Background: an optimization exercise with open tools, aiming at small area, a short achievable clock period and few clock cycles per item. Do not read the settings as production practice. RTL that was checked went through simulation tests only; none was proved equivalent to the original. Power is estimated from default activity; no workload was simulated.

## vcpu_decoder
module vcpu_decoder (
    input  wire        clk,
    input  wire        rst,         
    input  wire [63:0] in_data,
    input  wire [7:0]  in_oob,
    input  wire [3:0]  in_avail,
    output wire [3:0]  in_take,
    output reg         out_valid,
    output reg         out_ok,
    output reg  [2:0]  out_reason,
    output reg  [4:0]  out_len,
    output reg  [7:0]  out_op,
    output reg  [1:0]  out_size,
    output reg         out_dcr,
    output reg         out_scr,
    output reg  [3:0]  out_d_reg,
    output reg  [2:0]  out_d_mode,
    output wire [7:0]  out_d_xb,
    output reg  [63:0] out_d_val,
    output reg  [3:0]  out_s_reg,
    output reg  [2:0]  out_s_mode,
    output wire [7:0]  out_s_xb,
    output reg  [63:0] out_s_val
);
clock: 5.0 ns
lec_check: 0
abc_area: 1
cap_margin: 20
core_margin: 2
core_utilization: 40
setup_slack_margin: 1.0
slew_margin: 20
standard.sh (not shown) runs the stock make flow with config.mk's settings and CLKGATE_MAP_FILE= SYNTH_SCRIPT=/design/flow/synth_recipe.tcl, a recipe that flattens the netlist after the stock synthesis.
==> flow/flow/run.sh <==
#!/bin/bash
# The standard layout, with the smallest buffer (buf_1) on every input and
# output port in place of ORFS's default port buffer (clkdlybuf4s50_1); the
# resizer still upsizes any port buffer that timing or slew needs.
set -euo pipefail
export BUFFER_PORTS_ARGS="-buffer_cell sky130_fd_sc_hd__buf_1"
bash standard.sh > standard_flow.log 2>&1
The first run finished clean.
Edit:
Settings changed: SETUP_SLACK_MARGIN 1.0 to default.
What happened:
- setup slack degrades by 0.30 ns
- register-to-register slack improves by 0.17 ns
- hold slack is about the same
- non-clock buffer count shrinks by 76
- synthesized cell count is unchanged
- sequential cell count stays the same
- cell count drops by 3.6%
- via count fell by 2.7%
No run of this note included a check of the RTL's function; only the layout flow was run.

========
== v6 ==
vcpu_decoder, a different RTL version from the one above (not shown whole).
For scale: about 170 flip-flops.
make LEC_CHECK=0 CAP_MARGIN=20 CORE_MARGIN=2 CORE_UTILIZATION=40 SLEW_MARGIN=20 finish   # period 5.0 ns
run.sh (not shown) runs the stock make flow with config.mk's settings and CLKGATE_MAP_FILE= SYNTH_SCRIPT=/design/flow/synth_recipe.tcl, a recipe that flattens the netlist after the stock synthesis.
Stock flow here: none of the scripts above is used.
Inputs modified between v6 and v7:
-- flow/config.mk --
<<< v6, line 7
export LEC_CHECK = 0
export CAP_MARGIN = 20
export CORE_MARGIN = 2
export CORE_UTILIZATION = 40
export SLEW_MARGIN = 20
>>> v7, line 7
export LEC_CHECK = 0
export CAP_MARGIN = 10
export CORE_MARGIN = 2
export CORE_UTILIZATION = 40
export GPL_TIMING_DRIVEN = 0
export SLEW_MARGIN = 10
### Flow results
- Complete run, failing final checks: v7, reason negative setup slack.
- v7 has share of the clock period used by the worst path above what v6 had.
- According to the power report, total power for v7 is higher than for v6.
- Worst hold slack across all endpoints (higher): v7
No run of this note included a check of the RTL's function; only the layout flow was run.

========
Another version of the RTL of vcpu_decoder (not shown whole).
For scale: ~1,500 cells after synthesis, roughly 170 flip-flops, roughly 10,000 µm² of cells after synthesis.
Settings: LEC_CHECK=0, ABC_AREA=1, CAP_MARGIN=20, CORE_MARGIN=2, CORE_UTILIZATION=40, GPL_TIMING_DRIVEN=0, SLEW_MARGIN=20; clock period 5.0 ns.
standard.sh (not shown) runs the stock make flow with config.mk's settings and CLKGATE_MAP_FILE= SYNTH_SCRIPT=/design/flow/synth_recipe.tcl, a recipe that flattens the netlist after the stock synthesis.
Scripts as last shown in full above: flow/flow/run.sh
Testbench counts at the start, summed over its fixed seeds: cycles 19,091, insns 13,919.
Next try:
- GPL_TIMING_DRIVEN: 0 -> unset
- SETUP_SLACK_MARGIN: unset -> 0.7
=> Fmax increases by about 11%. Cell area increases by 5.8%. Setup slack improved by 0.48 ns. Total power stays flat.
Next try:
- SETUP_SLACK_MARGIN: 0.7 -> unset
Effect:
- clock-buffer cell count is unchanged
- via count decreases by 1.2%
- synthesized cell count stays the same
- design area decreases by about 5.5%
- power decreases by 1.3%
- sequential power barely changes
- worst setup slack is worse by 0.50 ns
Next try:
- SETUP_SLACK_MARGIN: unset -> 0.4
What happened: Wire length rose by 0.56%. Cell count rose by 0.77%. Via count rose by 0.38%. Die area is unchanged. Critical path depth does not change. Hold slack stays flat.

========
## north
Another version of the RTL of vcpu_decoder (not shown whole).
Size: about 1600 cells after synthesis, ~170 flip-flops, about 260 I/O pins, roughly 11000 um^2 of cells after synthesis.
## vcpu_decoder
module vcpu_decoder (
    input  wire        clk,
    input  wire        rst,         
    input  wire [63:0] in_data,
    input  wire [7:0]  in_oob,
    input  wire [3:0]  in_avail,
    output wire [3:0]  in_take,
    output reg         out_valid,
    output reg         out_ok,
    output reg  [2:0]  out_reason,
    output reg  [4:0]  out_len,
    output reg  [7:0]  out_op,
    output reg  [1:0]  out_size,
    output reg         out_dcr,
    output reg         out_scr,
    output reg  [3:0]  out_d_reg,
    output reg  [2:0]  out_d_mode,
    output wire [7:0]  out_d_xb,
    output reg  [63:0] out_d_val,
    output reg  [3:0]  out_s_reg,
    output reg  [2:0]  out_s_mode,
    output wire [7:0]  out_s_xb,
    output reg  [63:0] out_s_val
);
Settings: LEC_CHECK=0, ABC_AREA=1, CAP_MARGIN=20, CORE_MARGIN=2, CORE_UTILIZATION=40, SETUP_SLACK_MARGIN=0.6, SLEW_MARGIN=20; clock period 5.0 ns.
Scripts as last shown in full above: flow/flow/run.sh
north: full flow OK, the timing, DRC and antenna checks passed
Testbench counts of north, summed over its fixed seeds: cycles 19,091, insns 13,919.
Input-level comparison between south and north:
diff --git a/flow/config.mk b/flow/config.mk
--- a/flow/config.mk
+++ b/flow/config.mk
@@ -11,3 +11,2 @@
 export CORE_UTILIZATION = 40
-export SETUP_SLACK_MARGIN = 0.6
 export SLEW_MARGIN = 20
## What came out
- Summary of south over north: initial core utilization comparable; combined area of the multi-input logic cells now smaller; global-route usage now smaller; via count now smaller; number of cells traversed by the worst register-to-register path now smaller.
- Part of the total power dissipated in the clock network (lower): north
- south ends up with lower met2 track demand over resource in global routing than north does.
- Reported for north and south, pin count of the biggest net entering global routing turned out identical to the last digit.
- The higher detailed-routing iteration count for the pre-antenna-repair pass of north and south is in south.
- north → south: total power went down by about 1.5%; areal power density over the cells went up by 4.5%.

[separate check: timing with driven ports]
Ports are ideal in the flow. The routed layouts listed here were re-timed in OpenROAD. Step 1: set_driving_cell puts a clkbuf_16 on clk and a buf_2 on each other input, an assumption about the parent block. Step 2 times the ports against the registers' clock, not the clock port: input delays grow and output delays shrink by t, the midpoint of the rising clock arrivals with the driver on. Slacks: ideal ports / drivers / drivers and shift; pairs: ideal ports / drivers.
run	t (ns)	setup WS [ns]	worst setup path after step 2	pins driven straight from the clock port
the first run of note 1	0.493	0.577 / 0.544 / 0.279	input to register	1
the second run of note 1	0.486	0.282 / 0.259 / 0.259	input to output	1
v6	0.501	0.130 / 0.076 / 0.119	input to output	1
v7	0.502	-0.003 / -0.031 / -0.309	input to register	1
the first run of note 3	0.502	0.259 / 0.234 / 0.131	input to register	1
the second run of note 3	0.490	0.740 / 0.698 / 0.462	input to register	1
the third run of note 3	0.491	0.245 / 0.214 / 0.138	input to register	1
the fourth run of note 3	0.494	0.586 / 0.555 / 0.318	input to register	1
north	0.501	0.735 / 0.700 / 0.706	input to output	1
south	0.497	0.264 / 0.241 / 0.241	input to output	1
The setup slack of v7, which loses most, moves by -0.028 ns with the drivers and by -0.306 ns with both steps.
